This is an optimization exercise on Yosys and OpenROAD, whose aim is small area, a short achievable clock period and few clock cycles per item, not a production implementation.
Function was checked by simulation only, so behaviour that the tests miss may differ from the original.

==> 08-25 <==
// yuv_to_rgb_converter
module yuv_to_rgb_converter (
    input  wire        clk,
    input  wire        rst,
    input  wire        cmd_valid,
    output wire        cmd_ready,
    input  wire [63:0] cmd_data,
    output wire        rsp_valid,
    input  wire        rsp_ready,
    output wire [63:0] rsp_data
);
export LEC_CHECK = 0
export CAP_MARGIN = 20
export CORE_MARGIN = 2
export CORE_UTILIZATION = 55
export PLACE_DENSITY = 0.72
export SLEW_MARGIN = 20
export SYNTH_MEMORY_MAX_BITS = 65536
create_clock -name core_clock -period 14.0 [get_ports {clk}]
run.sh (not shown) runs the stock make flow with config.mk's settings and CLKGATE_MAP_FILE= SYNTH_SCRIPT=/design/flow/synth_recipe.tcl, a recipe that flattens the netlist after the stock synthesis.
==> inputs of 02-21, as changes to 08-25 <==
--- a/flow/design.v
+++ b/flow/design.v
@@ -30,33 +30,28 @@
 );
     wire signed [27:0] v = {{11{vy[16]}}, vy};
     assign u = (v <<< 10) + (v <<< 7) + (v <<< 5) + (v <<< 3) + (v <<< 2) + v;
 endmodule
 module luma_rows (
-    input  wire [26:0]        ua,
-    input  wire [19:0]        ub,
+    input  wire [27:0]        us,
     input  wire signed [16:0] vy,        
     input  wire               fulln,
     input  wire [3:0]         dco,       
     output wire [42:0]        r0,
     output wire [42:0]        r1,
     output wire [42:0]        r2,
-    output wire [42:0]        r3,
-    output wire [42:0]        r4,
-    output wire [42:0]        r5
+    output wire [42:0]        r3
 );
     localparam [42:0] C = 43'd4902912;
     wire [37:0] yf = ({38{dco[0]}} & {vy[15:8], vy[15:8], vy[15:8], vy[15:8], vy[15:10]})
                    | ({38{dco[1]}} & {vy[15:6], vy[15:6], vy[15:6], vy[15:8]})
                    | ({38{dco[2]}} & {vy[15:4], vy[15:4], vy[15:4], vy[15:14]})
                    | ({38{dco[3]}} & {vy[15:0], vy[15:0], vy[15:10]});
-    assign r0 = fulln ? {5'd0, yf} : {4'd0, ua, 12'd0};
-    assign r1 = fulln ? 43'd0 : {11'd0, ub, 12'd0};
-    assign r2 = fulln ? 43'd0 : {22'd0, ua[26:6]};
-    assign r3 = fulln ? 43'd0 : {29'd0, ub[19:6]};
-    assign r4 = fulln ? 43'd0 : {40'd0, ua[26:24]};
-    assign r5 = fulln ? 43'd0 : -((C << 12) + (C >> 6) + 43'd1);
+    assign r0 = fulln ? {5'd0, yf} : {3'd0, us, 12'd0};
+    assign r1 = fulln ? 43'd0 : {21'd0, us[27:6]};
+    assign r2 = fulln ? 43'd0 : {39'd0, us[27:24]};
+    assign r3 = fulln ? 43'd0 : -((C << 12) + (C >> 6) + 43'd1);
 endmodule
 module coef_table (
     input  wire [5:0] spo,     
     input  wire [4:0] nio,     
     output wire signed [39:0] a_r,
@@ -2923,25 +2918,26 @@
                     else           begin tsh = 6'd16 - {1'b0, d}; tneg = 1'b0; end
                 end
             end
         endcase
     end
-    wire signed [34:0] k;
-    k_table u_k (.sp(sp), .ch(ch), .kidx(tv), .studio(studio), .k(k));
     wire [18:0] w  = {2'b00, c, 1'b0} - 19'd1;
     wire [18:0] vv = (tv == 2'd0) ? {{2{vy[16]}}, vy} :
                      (tv == 2'd1) ? {{2{vcr[16]}}, vcr} :
                      (tv == 2'd2) ? {{2{vcb[16]}}, vcb} : w;
     wire [6:0]  idx  = {1'b0, col} - {1'b0, tsh};
     wire        inr  = !idx[6] && (idx[5:0] <= 6'd18);
     wire        b    = inr && vv[idx[4:0]];
     wire        nn   = tneg ^ (idx[5:0] == 6'd18);    
-    wire signed [39:0] kx = {{5{k[34]}}, k};
     reg               run;             
-    reg               pv, plast, pfin, pneg;
-    reg signed [39:0] pk;
-    wire signed [39:0] sum = acc + (pk ^ {40{pneg}}) + {39'd0, pneg};
+    reg               pv, plast, pfin, pb, pneg;
+    reg [1:0]         ptv;
+    wire signed [34:0] k;
+    k_table u_k (.sp(sp), .ch(ch), .kidx(ptv), .studio(studio), .k(k));
+    wire signed [39:0] kx  = pb ? {{5{k[34]}}, k} : 40'sd0;
+    wire        [39:0] kxn = kx ^ {40{pneg}};
+    wire signed [39:0] sum = acc + $signed(kxn) + {39'd0, pneg};
     always @(posedge clk) begin
         if (rst) begin
             busy <= 1'b0;
             done <= 1'b0;
             ge   <= 1'b0;
@@ -2957,11 +2953,12 @@
                 t    <= 4'd0;
                 acc  <= 40'sd0;
             end else if (busy) begin
                 pv <= run;
                 if (run) begin
-                    pk    <= b ? kx : 40'sd0;
+                    ptv   <= tv;
+                    pb    <= b;
                     pneg  <= b && nn;
                     plast <= (t == tlast);
                     pfin  <= (t == tlast) && (col == NCOL - 1);
                     if (t == tlast) begin
                         t   <= 4'd0;
@@ -3015,16 +3012,14 @@
     reg signed [17:0] xr1, xb1;
     reg signed [39:0] ar1, agb1;
     reg signed [38:0] agr1;
     reg signed [40:0] ab1;
     reg [3:0]  dco1;                    
-    reg        idn1, fulln1, idn2;      
     reg signed [16:0] vy2, vcr2, vcb2, vy3, vcr3, vcb3, vy4, vcr4, vcb4, vy5, vcr5, vcb5;
     reg [42:0] sr2, cr2, sgr2, cgr2, sgb2, cgb2, sb2, cb2;
     reg [42:0] yt2;
-    reg [26:0] ua1;
-    reg [19:0] ub1;
+    reg [27:0] u1;
     reg signed [42:0] vr3, vg3, vb3;
     reg [3:0]  eo3;                     
     reg [38:0] t4 [0:2];                
     reg [2:0]  tr4;
     reg [3:0]  eo4;
@@ -3170,38 +3165,39 @@
     );
     wire [5:0] n_spo = {n_sp == 3'd6, n_sp == 3'd5, n_sp == 3'd4, n_sp == 3'd2, n_sp == 3'd1,
                         n_sp == 3'd0 || n_sp == 3'd3};
     wire [4:0] n_nio = {n_fulln && n_dc == 2'd3, n_fulln && n_dc == 2'd2, n_fulln && n_dc == 2'd1,
                         n_fulln && n_dc == 2'd0, !n_fulln};
-    wire [26:0] uraw_a = c_a * 11'd1184;
-    wire [19:0] uraw_b = c_a * 4'd13;
-    reg  [26:0] usa;
-    reg  [19:0] usb;
+    wire [26:0] uraw = c_a * 11'd1197;
+    reg  [27:0] ush;
     always @(*) begin
         case (n_dc)
-            2'd0:    begin usa = {uraw_a[18:0], 8'd0}; usb = {uraw_b[11:0], 8'd0}; end
-            2'd1:    begin usa = {uraw_a[20:0], 6'd0}; usb = {uraw_b[13:0], 6'd0}; end
-            2'd2:    begin usa = {uraw_a[22:0], 4'd0}; usb = {uraw_b[15:0], 4'd0}; end
-            default: begin usa = uraw_a;               usb = uraw_b; end
+            2'd0:    ush = {uraw[19:0], 8'd0};
+            2'd1:    ush = {uraw[21:0], 6'd0};
+            2'd2:    ush = {uraw[23:0], 4'd0};
+            default: ush = {1'b0, uraw};
         endcase
     end
     wire signed [17:0] xr = n_yc ? {vcr[16], vcr} - {vcb[16], vcb} : {vcr[16], vcr};
     wire signed [17:0] xb = n_yc ? -({vcb[16], vcb} + {vcr[16], vcr}) : {vcb[16], vcb};
-    wire [42:0] yr0, yr1, yr2, yr3, yr4, yr5;
-    luma_rows u_ly (.ua(ua1), .ub(ub1), .vy(vy1), .fulln(fulln1), .dco(dco1),
-                    .r0(yr0), .r1(yr1), .r2(yr2), .r3(yr3), .r4(yr4), .r5(yr5));
-    wire [42:0] yt = yr0 + yr1 + yr2 + yr3 + yr4 + yr5;
+    wire idn1   = (sp1 == 3'd6);
+    wire fulln1 = rg1 || idn1;
+    wire [42:0] yr0, yr1, yr2, yr3;
+    luma_rows u_ly (.us(u1), .vy(vy1), .fulln(fulln1), .dco(dco1),
+                    .r0(yr0), .r1(yr1), .r2(yr2), .r3(yr3));
+    wire [42:0] yt = yr0 + yr1 + yr2 + yr3;
     wire [42:0] ps_r, pc_r, ps_gr, pc_gr, ps_gb, pc_gb, ps_b, pc_b;
     csmul_r  u_mr  (.x(xr1),  .a(ar1),  .s_hi(ps_r),  .c_hi(pc_r));
     csmul_gr u_mgr (.x(vcr1), .a(agr1), .s_hi(ps_gr), .c_hi(pc_gr));
     csmul_gb u_mgb (.x(vcb1), .a(agb1), .s_hi(ps_gb), .c_hi(pc_gb));
     csmul_b  u_mb  (.x(xb1),  .a(ab1),  .s_hi(ps_b),  .c_hi(pc_b));
     localparam [42:0] KK_R  = 43'h6aaab000000;    
     localparam [42:0] KK_GR = 43'h75555800000;
     localparam [42:0] KK_GB = 43'h6aaab000000;
     localparam [42:0] KK_B  = 43'h55556000000;
-    localparam [42:0] BIAS  = 43'd14;
+    localparam [42:0] BIAS  = 43'd12;
+    wire idn2   = (sp2 == 3'd6);
     wire [42:0] ytz = idn2 ? 43'd0 : yt2;
     wire [42:0] nvr = sr2 + cr2 + ytz + (KK_R + BIAS);
     wire [42:0] nvg = sgr2 + cgr2 + sgb2 + cgb2 + 
                     + yt2 + (KK_GR + KK_GB + BIAS);
     wire [42:0] nvb = sb2 + cb2 + ytz + (KK_B + BIAS);
@@ -3302,17 +3298,15 @@
         if (adv) begin
             d0  <= cmd_data;
             cv1 <= n_cv;  h1 <= {n_st, c_op, n_last, n_berr};
             sp1 <= n_sp;  rg1 <= n_rg;  dc1 <= n_dc;  ec1 <= n_ec;
             vy1 <= vy;    vcr1 <= vcr;  vcb1 <= vcb;
-            xr1 <= xr;    xb1 <= xb;    ua1 <= usa;   ub1 <= usb;
+            xr1 <= xr;    xb1 <= xb;    u1 <= ush;
             ar1 <= a_r;   agr1 <= a_gr; agb1 <= a_gb; ab1 <= a_b;
             dco1 <= {n_dc == 2'd3, n_dc == 2'd2, n_dc == 2'd1, n_dc == 2'd0};
-            idn1 <= n_idn; fulln1 <= n_fulln;
             cv2 <= cv1;   h2 <= h1;
             sp2 <= sp1;   rg2 <= rg1;   dc2 <= dc1;   ec2 <= ec1;
-            idn2 <= idn1;
             vy2 <= vy1;   vcr2 <= vcr1; vcb2 <= vcb1;
             sr2 <= ps_r;  cr2 <= pc_r;  sgr2 <= ps_gr; cgr2 <= pc_gr;
             sgb2 <= ps_gb; cgb2 <= pc_gb; sb2 <= ps_b; cb2 <= pc_b;
             yt2 <= yt;
             cv3 <= cv2;   h3 <= h2;
--- a/flow/config.mk
+++ b/flow/config.mk
@@ -5,9 +5,9 @@
 export SDC_FILE = /design/flow/constraint.sdc
 export NUM_CORES = 4
 export LEC_CHECK = 0
 export CAP_MARGIN = 20
 export CORE_MARGIN = 2
-export CORE_UTILIZATION = 55
-export PLACE_DENSITY = 0.72
+export CORE_UTILIZATION = 30
+export PLACE_DENSITY = 0.5
 export SLEW_MARGIN = 20
 export SYNTH_MEMORY_MAX_BITS = 65536
==> inputs of 11-17, as changes to 08-25 <==
--- a/flow/design.v
+++ b/flow/design.v
@@ -30,33 +30,33 @@
 );
     wire signed [27:0] v = {{11{vy[16]}}, vy};
     assign u = (v <<< 10) + (v <<< 7) + (v <<< 5) + (v <<< 3) + (v <<< 2) + v;
 endmodule
 module luma_rows (
-    input  wire [26:0]        ua,
-    input  wire [19:0]        ub,
+    input  wire [27:0]        us,
     input  wire signed [16:0] vy,        
     input  wire               fulln,
-    input  wire [3:0]         dco,       
+    input  wire [1:0]         dc,
     output wire [42:0]        r0,
     output wire [42:0]        r1,
     output wire [42:0]        r2,
-    output wire [42:0]        r3,
-    output wire [42:0]        r4,
-    output wire [42:0]        r5
+    output wire [42:0]        r3
 );
     localparam [42:0] C = 43'd4902912;
-    wire [37:0] yf = ({38{dco[0]}} & {vy[15:8], vy[15:8], vy[15:8], vy[15:8], vy[15:10]})
-                   | ({38{dco[1]}} & {vy[15:6], vy[15:6], vy[15:6], vy[15:8]})
-                   | ({38{dco[2]}} & {vy[15:4], vy[15:4], vy[15:4], vy[15:14]})
-                   | ({38{dco[3]}} & {vy[15:0], vy[15:0], vy[15:10]});
-    assign r0 = fulln ? {5'd0, yf} : {4'd0, ua, 12'd0};
-    assign r1 = fulln ? 43'd0 : {11'd0, ub, 12'd0};
-    assign r2 = fulln ? 43'd0 : {22'd0, ua[26:6]};
-    assign r3 = fulln ? 43'd0 : {29'd0, ub[19:6]};
-    assign r4 = fulln ? 43'd0 : {40'd0, ua[26:24]};
-    assign r5 = fulln ? 43'd0 : -((C << 12) + (C >> 6) + 43'd1);
+    reg [37:0] yf;
+    always @(*) begin
+        case (dc)
+            2'd0:    yf = {vy[15:8], vy[15:8], vy[15:8], vy[15:8], vy[15:10]};
+            2'd1:    yf = {vy[15:6], vy[15:6], vy[15:6], vy[15:8]};
+            2'd2:    yf = {vy[15:4], vy[15:4], vy[15:4], vy[15:14]};
+            default: yf = {vy[15:0], vy[15:0], vy[15:10]};
+        endcase
+    end
+    assign r0 = fulln ? {5'd0, yf} : {3'd0, us, 12'd0};
+    assign r1 = fulln ? 43'd0 : {21'd0, us[27:6]};
+    assign r2 = fulln ? 43'd0 : {39'd0, us[27:24]};
+    assign r3 = fulln ? 43'd0 : -((C << 12) + (C >> 6) + 43'd1);
 endmodule
 module coef_table (
     input  wire [5:0] spo,     
     input  wire [4:0] nio,     
     output wire signed [39:0] a_r,
@@ -3011,20 +3011,16 @@
     reg        rg1, rg2, rg3, rg4, rg5;
     reg [1:0]  dc1, dc2, dc3, dc4, dc5;
     reg [1:0]  ec1, ec2, ec3, ec4, ec5;
     reg signed [16:0] vy1, vcr1, vcb1;
     reg signed [17:0] xr1, xb1;
-    reg signed [39:0] ar1, agb1;
-    reg signed [38:0] agr1;
-    reg signed [40:0] ab1;
-    reg [3:0]  dco1;                    
-    reg        idn1, fulln1, idn2;      
+    reg [5:0]  spo1;
+    reg [4:0]  nio1;
     reg signed [16:0] vy2, vcr2, vcb2, vy3, vcr3, vcb3, vy4, vcr4, vcb4, vy5, vcr5, vcb5;
     reg [42:0] sr2, cr2, sgr2, cgr2, sgb2, cgb2, sb2, cb2;
     reg [42:0] yt2;
-    reg [26:0] ua1;
-    reg [19:0] ub1;
+    reg [27:0] u1;
     reg signed [42:0] vr3, vg3, vb3;
     reg [3:0]  eo3;                     
     reg [38:0] t4 [0:2];                
     reg [2:0]  tr4;
     reg [3:0]  eo4;
@@ -3158,50 +3154,51 @@
     wire signed [16:0] vy, vcr, vcb;
     range_normalizer u_norm (
         .y(c_a), .cb(c_b), .cr(c_c), .fulln(n_fulln), .idn(n_idn), .dc(n_dc),
         .vy(vy), .vcr(vcr), .vcb(vcb)
     );
-    wire signed [39:0] a_r;
-    wire signed [38:0] a_gr;
-    wire signed [39:0] a_gb;
-    wire signed [40:0] a_b;
-    coef_table u_coef (
-        .spo(n_spo), .nio(n_nio),
-        .a_r(a_r), .a_gr(a_gr), .a_gb(a_gb), .a_b(a_b)
-    );
     wire [5:0] n_spo = {n_sp == 3'd6, n_sp == 3'd5, n_sp == 3'd4, n_sp == 3'd2, n_sp == 3'd1,
                         n_sp == 3'd0 || n_sp == 3'd3};
     wire [4:0] n_nio = {n_fulln && n_dc == 2'd3, n_fulln && n_dc == 2'd2, n_fulln && n_dc == 2'd1,
                         n_fulln && n_dc == 2'd0, !n_fulln};
-    wire [26:0] uraw_a = c_a * 11'd1184;
-    wire [19:0] uraw_b = c_a * 4'd13;
-    reg  [26:0] usa;
-    reg  [19:0] usb;
+    wire [26:0] uraw = c_a * 11'd1197;
+    reg  [27:0] ush;
     always @(*) begin
         case (n_dc)
-            2'd0:    begin usa = {uraw_a[18:0], 8'd0}; usb = {uraw_b[11:0], 8'd0}; end
-            2'd1:    begin usa = {uraw_a[20:0], 6'd0}; usb = {uraw_b[13:0], 6'd0}; end
-            2'd2:    begin usa = {uraw_a[22:0], 4'd0}; usb = {uraw_b[15:0], 4'd0}; end
-            default: begin usa = uraw_a;               usb = uraw_b; end
+            2'd0:    ush = {uraw[19:0], 8'd0};
+            2'd1:    ush = {uraw[21:0], 6'd0};
+            2'd2:    ush = {uraw[23:0], 4'd0};
+            default: ush = {1'b0, uraw};
         endcase
     end
     wire signed [17:0] xr = n_yc ? {vcr[16], vcr} - {vcb[16], vcb} : {vcr[16], vcr};
     wire signed [17:0] xb = n_yc ? -({vcb[16], vcb} + {vcr[16], vcr}) : {vcb[16], vcb};
-    wire [42:0] yr0, yr1, yr2, yr3, yr4, yr5;
-    luma_rows u_ly (.ua(ua1), .ub(ub1), .vy(vy1), .fulln(fulln1), .dco(dco1),
-                    .r0(yr0), .r1(yr1), .r2(yr2), .r3(yr3), .r4(yr4), .r5(yr5));
-    wire [42:0] yt = yr0 + yr1 + yr2 + yr3 + yr4 + yr5;
+    wire idn1   = (sp1 == 3'd6);
+    wire fulln1 = rg1 || idn1;
+    wire [42:0] yr0, yr1, yr2, yr3;
+    luma_rows u_ly (.us(u1), .vy(vy1), .fulln(fulln1), .dc(dc1),
+                    .r0(yr0), .r1(yr1), .r2(yr2), .r3(yr3));
+    wire [42:0] yt = yr0 + yr1 + yr2 + yr3;
+    wire signed [39:0] a_r;
+    wire signed [38:0] a_gr;
+    wire signed [39:0] a_gb;
+    wire signed [40:0] a_b;
+    coef_table u_coef (
+        .spo(spo1), .nio(nio1),
+        .a_r(a_r), .a_gr(a_gr), .a_gb(a_gb), .a_b(a_b)
+    );
     wire [42:0] ps_r, pc_r, ps_gr, pc_gr, ps_gb, pc_gb, ps_b, pc_b;
-    csmul_r  u_mr  (.x(xr1),  .a(ar1),  .s_hi(ps_r),  .c_hi(pc_r));
-    csmul_gr u_mgr (.x(vcr1), .a(agr1), .s_hi(ps_gr), .c_hi(pc_gr));
-    csmul_gb u_mgb (.x(vcb1), .a(agb1), .s_hi(ps_gb), .c_hi(pc_gb));
-    csmul_b  u_mb  (.x(xb1),  .a(ab1),  .s_hi(ps_b),  .c_hi(pc_b));
+    csmul_r  u_mr  (.x(xr1),  .a(a_r),  .s_hi(ps_r),  .c_hi(pc_r));
+    csmul_gr u_mgr (.x(vcr1), .a(a_gr), .s_hi(ps_gr), .c_hi(pc_gr));
+    csmul_gb u_mgb (.x(vcb1), .a(a_gb), .s_hi(ps_gb), .c_hi(pc_gb));
+    csmul_b  u_mb  (.x(xb1),  .a(a_b),  .s_hi(ps_b),  .c_hi(pc_b));
     localparam [42:0] KK_R  = 43'h6aaab000000;    
     localparam [42:0] KK_GR = 43'h75555800000;
     localparam [42:0] KK_GB = 43'h6aaab000000;
     localparam [42:0] KK_B  = 43'h55556000000;
-    localparam [42:0] BIAS  = 43'd14;
+    localparam [42:0] BIAS  = 43'd12;
+    wire idn2   = (sp2 == 3'd6);
     wire [42:0] ytz = idn2 ? 43'd0 : yt2;
     wire [42:0] nvr = sr2 + cr2 + ytz + (KK_R + BIAS);
     wire [42:0] nvg = sgr2 + cgr2 + sgb2 + cgb2 + 
                     + yt2 + (KK_GR + KK_GB + BIAS);
     wire [42:0] nvb = sb2 + cb2 + ytz + (KK_B + BIAS);
@@ -3302,17 +3299,14 @@
         if (adv) begin
             d0  <= cmd_data;
             cv1 <= n_cv;  h1 <= {n_st, c_op, n_last, n_berr};
             sp1 <= n_sp;  rg1 <= n_rg;  dc1 <= n_dc;  ec1 <= n_ec;
             vy1 <= vy;    vcr1 <= vcr;  vcb1 <= vcb;
-            xr1 <= xr;    xb1 <= xb;    ua1 <= usa;   ub1 <= usb;
-            ar1 <= a_r;   agr1 <= a_gr; agb1 <= a_gb; ab1 <= a_b;
-            dco1 <= {n_dc == 2'd3, n_dc == 2'd2, n_dc == 2'd1, n_dc == 2'd0};
-            idn1 <= n_idn; fulln1 <= n_fulln;
+            xr1 <= xr;    xb1 <= xb;    u1 <= ush;
+            spo1 <= n_spo; nio1 <= n_nio;
             cv2 <= cv1;   h2 <= h1;
             sp2 <= sp1;   rg2 <= rg1;   dc2 <= dc1;   ec2 <= ec1;
-            idn2 <= idn1;
             vy2 <= vy1;   vcr2 <= vcr1; vcb2 <= vcb1;
             sr2 <= ps_r;  cr2 <= pc_r;  sgr2 <= ps_gr; cgr2 <= pc_gr;
             sgb2 <= ps_gb; cgb2 <= pc_gb; sb2 <= ps_b; cb2 <= pc_b;
             yt2 <= yt;
             cv3 <= cv2;   h3 <= h2;
--- a/flow/config.mk
+++ b/flow/config.mk
@@ -5,9 +5,9 @@
 export SDC_FILE = /design/flow/constraint.sdc
 export NUM_CORES = 4
 export LEC_CHECK = 0
 export CAP_MARGIN = 20
 export CORE_MARGIN = 2
-export CORE_UTILIZATION = 55
-export PLACE_DENSITY = 0.72
+export CORE_UTILIZATION = 45
+export PLACE_DENSITY = 0.65
 export SLEW_MARGIN = 20
 export SYNTH_MEMORY_MAX_BITS = 65536
==> comparison table <==
Run status: 02-21 finished clean; 08-25 finished clean; 11-17 finished clean
Number of flops mapped to enable cells by yosys: 02-21 1455; 08-25 1498; 11-17 1338
Fraction of post-synthesis cell area in the top cell type by area: 02-21 0.309; 08-25 0.315; 11-17 0.293
Clk tree area frac: 02-21 0.0380; 08-25 0.0388; 11-17 0.0373
RR Endpoint: 02-21 u_xc.acc[38]; 08-25 yt2[42]; 11-17 cr2[25]
Via/cell ratio: 02-21 5.29; 08-25 6.30; 11-17 5.99
Dpl cell area: 02-21 149000 sq um; 08-25 147000 sq um; 11-17 143000 sq um
Total of plain and repair buffers excluding clock buffers: 02-21 344; 08-25 343; 11-17 396
Routability Congestion: 02-21 0.927; 08-25 1.01; 11-17 0.974
Number of logic inverters in the finished layout: 02-21 1825; 08-25 1884; 11-17 1751
Iter 0 DRT Violations: 02-21 11891; 08-25 14214; 11-17 11677
Multi-input gate share of the layout cell area: 02-21 0.559; 08-25 0.567; 11-17 0.584
Mean instance size in the synthesized netlist: 02-21 10.0 sq um; 08-25 10.0 sq um; 11-17 9.99 sq um
Testbench counts of 08-25, summed over its fixed seeds: cycles 2,428, items 2,400.
Testbench counts of 02-21, summed over its fixed seeds: cycles 2,428, items 2,400.
Testbench counts of 11-17, summed over its fixed seeds: cycles 2,428, items 2,400.

-- static timing again, ports no longer ideal --
In the flow no input, the clock included, has a driving cell. The finished layouts below were timed again as built, in two steps. Step 1: set_driving_cell puts a clkbuf_16 on clk and a buf_2 on each other input, an assumption about the parent block. Step 2 moves the port delays by t, midway between the first and last clock arrival at a register: inputs arrive t later, outputs are due t later. That takes back most of the time a late clock gives input paths. a / b / c = ideal / step 1 / step 2; a / b = the first two.
run	t, ns	setup slack, ns	worst setup path after step 2	slew at the worst register clock pin (ns)	worst data-port slew with drivers (ns)
08-25	0.970	6.591 / 6.591 / 6.591	register to register	0.07 / 0.07	0.12
02-21	1.001	6.902 / 6.902 / 6.902	register to register	0.07 / 0.07	0.08
11-17	0.944	7.064 / 7.064 / 7.064	register to register	0.07 / 0.07	0.07
After both steps every run listed still meets setup and hold.
